This is an optimization exercise on Yosys and OpenROAD, whose aim is small area, a short achievable clock period and few clock cycles per item, not a production implementation.
At most, simulation tests tie the RTL to the original design; equivalence was not proved.
Power and IR drop assume default switching activity.

==> v8 <==
==> flow/design.v <==
module pulse_tx_codec (
    input  wire       clk,
    input  wire       rst,         
    input  wire       in_valid,
    input  wire [7:0] in_data,
    input  wire       in_last,
    output wire       in_ready,
    output wire       out_valid,
    output wire [7:0] out_data,
    input  wire       out_ready
);
    localparam [7:0] FLAG = 8'h55;
    localparam [2:0] W_IDLE  = 3'd0;    
    localparam [2:0] W_START = 3'd1;    
    localparam [2:0] W_DATA  = 3'd2;    
    localparam [2:0] W_FCS   = 3'd3;    
    localparam [2:0] W_CLOSE = 3'd4;    
    function [31:0] crc32_byte(input [31:0] crc_in, input [7:0] d);
        integer k;
        reg [31:0] r;
        begin
            r = crc_in ^ {24'd0, d};
            for (k = 0; k < 8; k = k + 1)
                r = r[0] ? ((r >> 1) ^ 32'hEDB8_8320) : (r >> 1);
            crc32_byte = r;
        end
    endfunction
    function [6:0] first64(input [63:0] v);
        integer k;
        begin
            first64 = 7'd0;
            for (k = 63; k >= 0; k = k - 1)
                if (v[k]) first64 = {1'b1, k[5:0]};
        end
    endfunction
    reg         ia_v, ib_v, ir;
    reg  [7:0]  ia_d, ib_d;
    reg         ia_l, ib_l;
    wire        pop;                     
    wire        in_fire = in_valid && ir;
    assign in_ready = ir;
    reg         oa_v, ob_v;
    reg  [7:0]  oa_d, ob_d;
    wire        push;                    
    wire [7:0]  push_d;
    assign out_valid = oa_v;
    assign out_data  = oa_d;
    reg  [256*9-1:0] ring;
    reg  [7:0]  p;           
    reg  [7:0]  r;           
    reg  [7:0]  w;           
    reg         rp, wp;      
    reg         vp;          
    reg         empty;       
    reg         full;        
    reg         c255;        
    wire [8:0]  head = ring[256*9-1 -: 9];
    wire [8:0]  next_head = ring[255*9-1 -: 9];
    reg         is_code;     
    reg         head_ok;     
    wire [255:0] ta;
    genvar gi;
    generate
        for (gi = 0; gi < 256; gi = gi + 1) begin : g_ta
            if (gi >= 1 && gi <= 253)
                assign ta[gi] = ring[(253-gi)*9 + 8];
            else
                assign ta[gi] = 1'b0;
        end
    endgenerate
    wire [6:0]  f0 = first64(ta[63:0]);
    wire [6:0]  f1 = first64(ta[127:64]);
    wire [6:0]  f2 = first64(ta[191:128]);
    wire [6:0]  f3 = first64(ta[255:192]);
    reg  [6:0]  g0, g1, g2, g3;
    reg         g1_55;       
    wire        t254 = ring[8];
    wire        g3v  = g3[6] || t254;
    wire [5:0]  g3i  = g3[6] ? g3[5:0] : 6'd62;
    wire        found = g0[6] || g1[6] || g2[6] || g3v;
    wire [7:0]  code_n = g0[6] ? {2'd0, g0[5:0]} :
                         g1[6] ? {2'd1, g1[5:0]} :
                         g2[6] ? {2'd2, g2[5:0]} :
                         g3v   ? {2'd3, g3i}     : 8'hFF;
    wire        code_55 = !g0[6] && g1[6] && g1_55;
    reg  [7:0]  code_q;      
    wire        consume = rp && !empty && !ob_v && head_ok;
    assign push   = consume;
    assign push_d = is_code ? code_q : head[7:0];
    reg  [2:0]  wst;
    reg  [7:0]  run;         
    reg         run_full;    
    reg  [1:0]  fidx;
    reg  [31:0] crc;
    wire [7:0]  x = (wst == W_FCS) ? ~crc[7:0] : ia_d;
    reg         has_slot;
    reg  [8:0]  nslot;
    reg         uses_x;
    always @* begin
        has_slot = 1'b0;
        nslot    = {1'b1, 8'h00};
        uses_x   = 1'b0;
        case (wst)
            W_IDLE:  begin has_slot = ia_v; nslot = {1'b1, FLAG}; end
            W_START: begin has_slot = 1'b1; end
            W_DATA, W_FCS: begin
                has_slot = (wst == W_FCS) || ia_v || run_full;
                if (!run_full) begin
                    uses_x = 1'b1;
                    if (x != 8'h00)
                        nslot = {1'b0, (x == FLAG) ? 8'h00 : x};
                end
            end
            W_CLOSE: begin has_slot = 1'b1; nslot = {1'b1, FLAG}; end
            default: ;
        endcase
    end
    wire        write_nc = has_slot && (empty || (wp && !full));
    wire        write_c  = has_slot && (empty || wp);
    wire        write    = consume ? write_c : write_nc;
    assign pop = write && uses_x && (wst == W_DATA);
    wire        inc = write && !consume;
    wire        dec = consume && !write;
    wire        c1      = !empty && !full && (r + 8'd1 == w);
    wire        c254    = !empty && !full && (w + 8'd2 == r);
    wire        empty_n = inc ? 1'b0 : (dec ? c1 : empty);
    wire        full_n  = inc ? c255 : (dec ? 1'b0 : full);
    wire        c255_n  = inc ? c254 : (dec ? full : c255);
    wire        rp_n = consume || (!(write && empty) && (p + 8'd1 == r));
    wire        wp_n = write || (p + 8'd1 == w);
    always @(posedge clk) begin
        p    <= p + 8'd1;
        ring <= {ring[255*9-1:0],
                 write ? nslot : {head[8] && vp && !consume, head[7:0]}};
        g0 <= f0;
        g1 <= f1;
        g2 <= f2;
        g3 <= f3;
        g1_55 <= (f1[5:0] == 6'd21);
        code_q  <= code_55 ? 8'h00 : code_n;
        is_code <= next_head[8] && !next_head[0];
        head_ok <= !(next_head[8] && !next_head[0]) || found || full_n || c255_n;
        rp <= rp_n;
        wp <= wp_n;
        vp <= !empty_n && (rp_n || (vp && !wp_n));
        if (consume)
            r <= p + 8'd1;
        else if (write && empty)
            r <= p;
        if (write)
            w <= p + 8'd1;
        if (ir) begin
            ib_d <= in_data;
            ib_l <= in_last;
        end
        if (!ia_v || pop) begin
            ia_v <= ib_v || in_fire;
            ia_d <= ib_v ? ib_d : in_data;
            ia_l <= ib_v ? ib_l : in_last;
            ib_v <= ib_v && in_fire;
            ir   <= !(ib_v && in_fire);
        end else if (in_fire) begin
            ib_v <= 1'b1;
            ir   <= 1'b0;
        end
        if (!oa_v || out_ready) begin
            oa_v <= ob_v || push;
            oa_d <= ob_v ? ob_d : push_d;
            ob_v <= ob_v && push;
            ob_d <= push_d;
        end else if (push) begin
            ob_v <= 1'b1;
            ob_d <= push_d;
        end
        if (write) begin
            case (wst)
                W_IDLE:  crc <= 32'hFFFF_FFFF;
                W_START: begin run <= 8'd0; run_full <= 1'b0; end
                W_DATA, W_FCS: begin
                    if (!uses_x || x == 8'h00) begin
                        run      <= 8'd0;
                        run_full <= 1'b0;
                    end else begin
                        run      <= run + 8'd1;
                        run_full <= (run == 8'd253);
                    end
                    if (uses_x) begin
                        if (wst == W_DATA) begin
                            crc  <= crc32_byte(crc, ia_d);
                            fidx <= 2'd0;
                        end else begin
                            crc  <= {8'hFF, crc[31:8]};
                            fidx <= fidx + 2'd1;
                        end
                    end
                end
                default: ;
            endcase
        end
        if (rst) begin
            empty    <= 1'b1;
            full     <= 1'b0;
            c255     <= 1'b0;
            vp       <= 1'b0;
            wst      <= W_IDLE;
            ia_v     <= 1'b0;
            ib_v     <= 1'b0;
            ir       <= 1'b1;
            oa_v     <= 1'b0;
            ob_v     <= 1'b0;
        end else begin
            empty <= empty_n;
            full  <= full_n;
            c255  <= c255_n;
            if (write) begin
                case (wst)
                    W_IDLE:  wst <= W_START;
                    W_START: wst <= W_DATA;
                    W_DATA:  if (uses_x && ia_l) wst <= W_FCS;
                    W_FCS:   if (uses_x && fidx == 2'd3) wst <= W_CLOSE;
                    default: wst <= W_IDLE;
                endcase
            end
        end
    end
endmodule
==> flow/run.sh <==
#!/bin/bash
# synth_recipe.tcl (not shown) runs the flow's synth.tcl, then flattens the netlist and writes it again
# the make line also repeats each setting of config.mk as NAME=value (left out here)
make -C /OpenROAD-flow-scripts/flow DESIGN_CONFIG=/design/flow/config.mk WORK_HOME=/design/flow/orfs CLKGATE_MAP_FILE= SYNTH_SCRIPT=/design/flow/synth_recipe.tcl finish
==> flow/config.mk <==
export PLATFORM = sky130hd
export DESIGN_NAME = pulse_tx_codec
export DESIGN_NICKNAME = pulse_tx_codec
export VERILOG_FILES = /design/flow/design.v
export SDC_FILE = /design/flow/constraint.sdc
export NUM_CORES = 4
export LEC_CHECK = 0
export CAP_MARGIN = 20
export CORE_MARGIN = 2
export CORE_UTILIZATION = 60
export CTS_CLUSTER_DIAMETER = 80
export CTS_CLUSTER_SIZE = 30
export SETUP_SLACK_MARGIN = 5.0
export SLEW_MARGIN = 20
==> flow/constraint.sdc <==
create_clock -name core_clock -period 8.0 [get_ports {clk}]
set_input_delay 1.6000 -clock core_clock [delete_from_list [all_inputs] [get_ports {clk}]]
set_output_delay 1.6000 -clock core_clock [all_outputs]
set_load 0.01 [all_outputs]
==> v26: changes against v8 <==
--- a/flow/design.v
+++ b/flow/design.v
@@ -51,13 +51,10 @@
     reg  [7:0]  w;           
     reg         rp, wp;      
     reg         vp;          
-    reg         empty;       
-    reg         full;        
-    reg         c255;        
+    reg  [8:0]  count;       
+    reg         empty, full;
     wire [8:0]  head = ring[256*9-1 -: 9];
-    wire [8:0]  next_head = ring[255*9-1 -: 9];
-    reg         is_code;     
-    reg         head_ok;     
+    wire        is_code = head[8] && !head[0];
     wire [255:0] ta;
     genvar gi;
     generate
@@ -84,7 +81,8 @@
                          g3v   ? {2'd3, g3i}     : 8'hFF;
     wire        code_55 = !g0[6] && g1[6] && g1_55;
     reg  [7:0]  code_q;      
-    wire        consume = rp && !empty && !ob_v && head_ok;
+    reg         code_ok;
+    wire        consume = rp && !empty && !ob_v && (!is_code || code_ok);
     assign push   = consume;
     assign push_d = is_code ? code_q : head[7:0];
     reg  [2:0]  wst;
@@ -115,17 +113,16 @@
             default: ;
         endcase
     end
-    wire        write_nc = has_slot && (empty || (wp && !full));
-    wire        write_c  = has_slot && (empty || wp);
-    wire        write    = consume ? write_c : write_nc;
+    wire        write = has_slot && (empty || (wp && (!full || consume)));
     assign pop = write && uses_x && (wst == W_DATA);
     wire        inc = write && !consume;
     wire        dec = consume && !write;
-    wire        c1      = !empty && !full && (r + 8'd1 == w);
-    wire        c254    = !empty && !full && (w + 8'd2 == r);
-    wire        empty_n = inc ? 1'b0 : (dec ? c1 : empty);
-    wire        full_n  = inc ? c255 : (dec ? 1'b0 : full);
-    wire        c255_n  = inc ? c254 : (dec ? full : c255);
+    wire        c_eq0   = (count == 9'd0);
+    wire        c_eq1   = (count == 9'd1);
+    wire        c_eq254 = (count == 9'd254);
+    wire        c_eq255 = (count == 9'd255);
+    wire        empty_n = inc ? 1'b0 : (dec ? c_eq1 : c_eq0);
+    wire        ge255_n = inc ? (c_eq254 || c_eq255) : (dec ? full : (c_eq255 || full));
     wire        rp_n = consume || (!(write && empty) && (p + 8'd1 == r));
     wire        wp_n = write || (p + 8'd1 == w);
     always @(posedge clk) begin
@@ -138,8 +135,7 @@
         g3 <= f3;
         g1_55 <= (f1[5:0] == 6'd21);
         code_q  <= code_55 ? 8'h00 : code_n;
-        is_code <= next_head[8] && !next_head[0];
-        head_ok <= !(next_head[8] && !next_head[0]) || found || full_n || c255_n;
+        code_ok <= found || ge255_n;
         rp <= rp_n;
         wp <= wp_n;
         vp <= !empty_n && (rp_n || (vp && !wp_n));
@@ -149,19 +145,19 @@
             r <= p;
         if (write)
             w <= p + 8'd1;
-        if (ir) begin
-            ib_d <= in_data;
-            ib_l <= in_last;
-        end
         if (!ia_v || pop) begin
             ia_v <= ib_v || in_fire;
             ia_d <= ib_v ? ib_d : in_data;
             ia_l <= ib_v ? ib_l : in_last;
             ib_v <= ib_v && in_fire;
             ir   <= !(ib_v && in_fire);
+            ib_d <= in_data;
+            ib_l <= in_last;
         end else if (in_fire) begin
             ib_v <= 1'b1;
             ir   <= 1'b0;
+            ib_d <= in_data;
+            ib_l <= in_last;
         end
         if (!oa_v || out_ready) begin
             oa_v <= ob_v || push;
@@ -172,52 +168,55 @@
             ob_v <= 1'b1;
             ob_d <= push_d;
         end
-        if (write) begin
-            case (wst)
-                W_IDLE:  crc <= 32'hFFFF_FFFF;
-                W_START: begin run <= 8'd0; run_full <= 1'b0; end
-                W_DATA, W_FCS: begin
-                    if (!uses_x || x == 8'h00) begin
-                        run      <= 8'd0;
-                        run_full <= 1'b0;
-                    end else begin
-                        run      <= run + 8'd1;
-                        run_full <= (run == 8'd253);
-                    end
-                    if (uses_x) begin
-                        if (wst == W_DATA) begin
-                            crc  <= crc32_byte(crc, ia_d);
-                            fidx <= 2'd0;
-                        end else begin
-                            crc  <= {8'hFF, crc[31:8]};
-                            fidx <= fidx + 2'd1;
-                        end
-                    end
-                end
-                default: ;
-            endcase
-        end
         if (rst) begin
+            count    <= 9'd0;
             empty    <= 1'b1;
             full     <= 1'b0;
-            c255     <= 1'b0;
             vp       <= 1'b0;
             wst      <= W_IDLE;
+            run      <= 8'd0;
+            run_full <= 1'b0;
+            fidx     <= 2'd0;
             ia_v     <= 1'b0;
             ib_v     <= 1'b0;
             ir       <= 1'b1;
             oa_v     <= 1'b0;
             ob_v     <= 1'b0;
         end else begin
+            if (inc)
+                count <= count + 9'd1;
+            else if (dec)
+                count <= count - 9'd1;
             empty <= empty_n;
-            full  <= full_n;
-            c255  <= c255_n;
+            full  <= inc ? c_eq255 : (full && !dec);
             if (write) begin
                 case (wst)
-                    W_IDLE:  wst <= W_START;
-                    W_START: wst <= W_DATA;
-                    W_DATA:  if (uses_x && ia_l) wst <= W_FCS;
-                    W_FCS:   if (uses_x && fidx == 2'd3) wst <= W_CLOSE;
+                    W_IDLE:  begin wst <= W_START; crc <= 32'hFFFF_FFFF; end
+                    W_START: begin wst <= W_DATA; run <= 8'd0; run_full <= 1'b0; end
+                    W_DATA, W_FCS: begin
+                        if (!uses_x || x == 8'h00) begin
+                            run      <= 8'd0;
+                            run_full <= 1'b0;
+                        end else begin
+                            run      <= run + 8'd1;
+                            run_full <= (run == 8'd253);
+                        end
+                        if (uses_x) begin
+                            if (wst == W_DATA) begin
+                                crc <= crc32_byte(crc, ia_d);
+                                if (ia_l) begin
+                                    wst  <= W_FCS;
+                                    fidx <= 2'd0;
+                                end
+                            end else begin
+                                crc  <= {8'hFF, crc[31:8]};
+                                fidx <= fidx + 2'd1;
+                                if (fidx == 2'd3)
+                                    wst <= W_CLOSE;
+                            end
+                        end
+                    end
+                    W_CLOSE: wst <= W_IDLE;
                     default: wst <= W_IDLE;
                 endcase
             end
Settings changed: CORE_UTILIZATION 60 to 40, CTS_CLUSTER_DIAMETER 80 to unset, CTS_CLUSTER_SIZE 30 to unset, SETUP_SLACK_MARGIN 5.0 to unset.
==> v24: changes against v8 <==
--- a/flow/design.v
+++ b/flow/design.v
@@ -55,9 +55,7 @@
     reg         full;        
     reg         c255;        
     wire [8:0]  head = ring[256*9-1 -: 9];
-    wire [8:0]  next_head = ring[255*9-1 -: 9];
-    reg         is_code;     
-    reg         head_ok;     
+    wire        is_code = head[8] && !head[0];
     wire [255:0] ta;
     genvar gi;
     generate
@@ -84,7 +82,8 @@
                          g3v   ? {2'd3, g3i}     : 8'hFF;
     wire        code_55 = !g0[6] && g1[6] && g1_55;
     reg  [7:0]  code_q;      
-    wire        consume = rp && !empty && !ob_v && head_ok;
+    reg         code_ok;
+    wire        consume = rp && !empty && !ob_v && (!is_code || code_ok);
     assign push   = consume;
     assign push_d = is_code ? code_q : head[7:0];
     reg  [2:0]  wst;
@@ -115,9 +114,7 @@
             default: ;
         endcase
     end
-    wire        write_nc = has_slot && (empty || (wp && !full));
-    wire        write_c  = has_slot && (empty || wp);
-    wire        write    = consume ? write_c : write_nc;
+    wire        write = has_slot && (empty || (wp && (!full || consume)));
     assign pop = write && uses_x && (wst == W_DATA);
     wire        inc = write && !consume;
     wire        dec = consume && !write;
@@ -138,8 +135,7 @@
         g3 <= f3;
         g1_55 <= (f1[5:0] == 6'd21);
         code_q  <= code_55 ? 8'h00 : code_n;
-        is_code <= next_head[8] && !next_head[0];
-        head_ok <= !(next_head[8] && !next_head[0]) || found || full_n || c255_n;
+        code_ok <= found || full_n || c255_n;
         rp <= rp_n;
         wp <= wp_n;
         vp <= !empty_n && (rp_n || (vp && !wp_n));
@@ -149,19 +145,19 @@
             r <= p;
         if (write)
             w <= p + 8'd1;
-        if (ir) begin
-            ib_d <= in_data;
-            ib_l <= in_last;
-        end
         if (!ia_v || pop) begin
             ia_v <= ib_v || in_fire;
             ia_d <= ib_v ? ib_d : in_data;
             ia_l <= ib_v ? ib_l : in_last;
             ib_v <= ib_v && in_fire;
             ir   <= !(ib_v && in_fire);
+            ib_d <= in_data;
+            ib_l <= in_last;
         end else if (in_fire) begin
             ib_v <= 1'b1;
             ir   <= 1'b0;
+            ib_d <= in_data;
+            ib_l <= in_last;
         end
         if (!oa_v || out_ready) begin
             oa_v <= ob_v || push;
@@ -172,37 +168,15 @@
             ob_v <= 1'b1;
             ob_d <= push_d;
         end
-        if (write) begin
-            case (wst)
-                W_IDLE:  crc <= 32'hFFFF_FFFF;
-                W_START: begin run <= 8'd0; run_full <= 1'b0; end
-                W_DATA, W_FCS: begin
-                    if (!uses_x || x == 8'h00) begin
-                        run      <= 8'd0;
-                        run_full <= 1'b0;
-                    end else begin
-                        run      <= run + 8'd1;
-                        run_full <= (run == 8'd253);
-                    end
-                    if (uses_x) begin
-                        if (wst == W_DATA) begin
-                            crc  <= crc32_byte(crc, ia_d);
-                            fidx <= 2'd0;
-                        end else begin
-                            crc  <= {8'hFF, crc[31:8]};
-                            fidx <= fidx + 2'd1;
-                        end
-                    end
-                end
-                default: ;
-            endcase
-        end
         if (rst) begin
             empty    <= 1'b1;
             full     <= 1'b0;
             c255     <= 1'b0;
             vp       <= 1'b0;
             wst      <= W_IDLE;
+            run      <= 8'd0;
+            run_full <= 1'b0;
+            fidx     <= 2'd0;
             ia_v     <= 1'b0;
             ib_v     <= 1'b0;
             ir       <= 1'b1;
@@ -214,10 +188,32 @@
             c255  <= c255_n;
             if (write) begin
                 case (wst)
-                    W_IDLE:  wst <= W_START;
-                    W_START: wst <= W_DATA;
-                    W_DATA:  if (uses_x && ia_l) wst <= W_FCS;
-                    W_FCS:   if (uses_x && fidx == 2'd3) wst <= W_CLOSE;
+                    W_IDLE:  begin wst <= W_START; crc <= 32'hFFFF_FFFF; end
+                    W_START: begin wst <= W_DATA; run <= 8'd0; run_full <= 1'b0; end
+                    W_DATA, W_FCS: begin
+                        if (!uses_x || x == 8'h00) begin
+                            run      <= 8'd0;
+                            run_full <= 1'b0;
+                        end else begin
+                            run      <= run + 8'd1;
+                            run_full <= (run == 8'd253);
+                        end
+                        if (uses_x) begin
+                            if (wst == W_DATA) begin
+                                crc <= crc32_byte(crc, ia_d);
+                                if (ia_l) begin
+                                    wst  <= W_FCS;
+                                    fidx <= 2'd0;
+                                end
+                            end else begin
+                                crc  <= {8'hFF, crc[31:8]};
+                                fidx <= fidx + 2'd1;
+                                if (fidx == 2'd3)
+                                    wst <= W_CLOSE;
+                            end
+                        end
+                    end
+                    W_CLOSE: wst <= W_IDLE;
                     default: wst <= W_IDLE;
                 endcase
             end
Settings changed: CORE_UTILIZATION 60 to 40, CTS_CLUSTER_DIAMETER 80 to unset, CTS_CLUSTER_SIZE 30 to unset, SETUP_SLACK_MARGIN 5.0 to 4.8.
==> v4: changes against v8 <==
Settings changed: CORE_UTILIZATION 60 to 55, CTS_CLUSTER_DIAMETER 80 to unset, CTS_CLUSTER_SIZE 30 to unset.
==> qor summary <==
                                                                  v8                 v24                v4                    v26
Status                                                finished clean      finished clean    finished clean         finished clean
Total power                                                  19.6 mW             23.8 mW           24.3 mW                24.7 mW
Placed cell areas                                          58100 µm²           58900 µm²         58300 µm²              59100 µm²
GRT Total Usage                                                14.3%               9.80%             14.2%                  9.67%
Post-Syn Area                                              56400 µm²           56500 µm²         56400 µm²              56600 µm²
Multi-input combinational area share                           9.72%               9.18%             9.02%                  9.12%
Grt met1 use                                                   21.4%               14.2%             20.2%                  14.3%
Sequential element share of the synthesized area               88.9%               88.6%             88.9%                  88.6%
Maximum vdd ir drop                                       0.000221 V          0.000235 V        0.000225 V             0.000195 V
Internal                                                     15.5 mW             19.0 mW           19.3 mW                19.6 mW
Net switching power                                          4.13 mW             4.80 mW           5.02 mW                5.13 mW
Average via count per standard cell                             4.70                4.10              4.50                   4.07
Startpoint of the most critical hold path         ring[1111]$_DFF_P_  ring[1732]$_DFF_P_  ring[79]$_DFF_P_     ring[2192]$_DFF_P_
Worst slack at placement                                     4.83 ns             4.27 ns           4.80 ns                4.18 ns
Met3 track demand over resource                                2.81%               2.75%             3.79%                  2.66%
Post-synth cell types                                             75                  76                75                     75
Synthesis-to-finish area growth                                7.53%               17.3%             16.1%                  17.8%
Vias in the first global route                                 22800               23700             24300                  23700
Power drawn by the sequential cells                          13.3 mW             13.0 mW           13.3 mW                13.3 mW
Capture point of the worst reg-to-reg path            r[4]$_DFFE_PP_   ib_d[1]$_DFFE_PP_    r[1]$_DFFE_PP_  count[7]$_SDFFE_PP0P_
Testbench counts of v8, summed over its fixed seeds: cycles 97,647, items 900.
Testbench counts of v4, summed over its fixed seeds: cycles 97,647, items 900.
The RTL of v26 and v24 was laid out without a check of its function.

-- port drivers added, routing unchanged --
No port has a modelled driver above. Below, the same layouts with a new extraction and two added sets of constraints. Step 1: set_driving_cell puts a clkbuf_16 on clk and a buf_2 on each other input, an assumption about the parent block. Step 2 moves the port delays by t, midway between the first and last clock arrival at a register: inputs arrive t later, outputs are due t later. That takes back most of the time a late clock gives input paths. Three values: ideal, step 1, step 2; two values: the first two.
run | shift t [ns] | setup slack, ns | hold WS [ns] | worst slew at a driven data input, ns
v8 | 0.754 | 4.938 / 4.875 / 4.844 | 0.307 / 0.307 / 0.307 | 0.04
v26 | 0.855 | 4.184 / 4.184 / 4.184 | 0.300 / 0.300 / 0.300 | 0.04
v24 | 0.838 | 4.937 / 4.871 / 4.303 | 0.293 / 0.293 / 0.293 | 0.07
v4 | 0.826 | 5.108 / 5.038 / 4.806 | 0.299 / 0.299 / 0.299 | 0.04
After both steps setup and hold are still met in every run listed. The setup slack of v24, which loses most, moves by -0.066 ns with the drivers and by -0.634 ns with both steps.
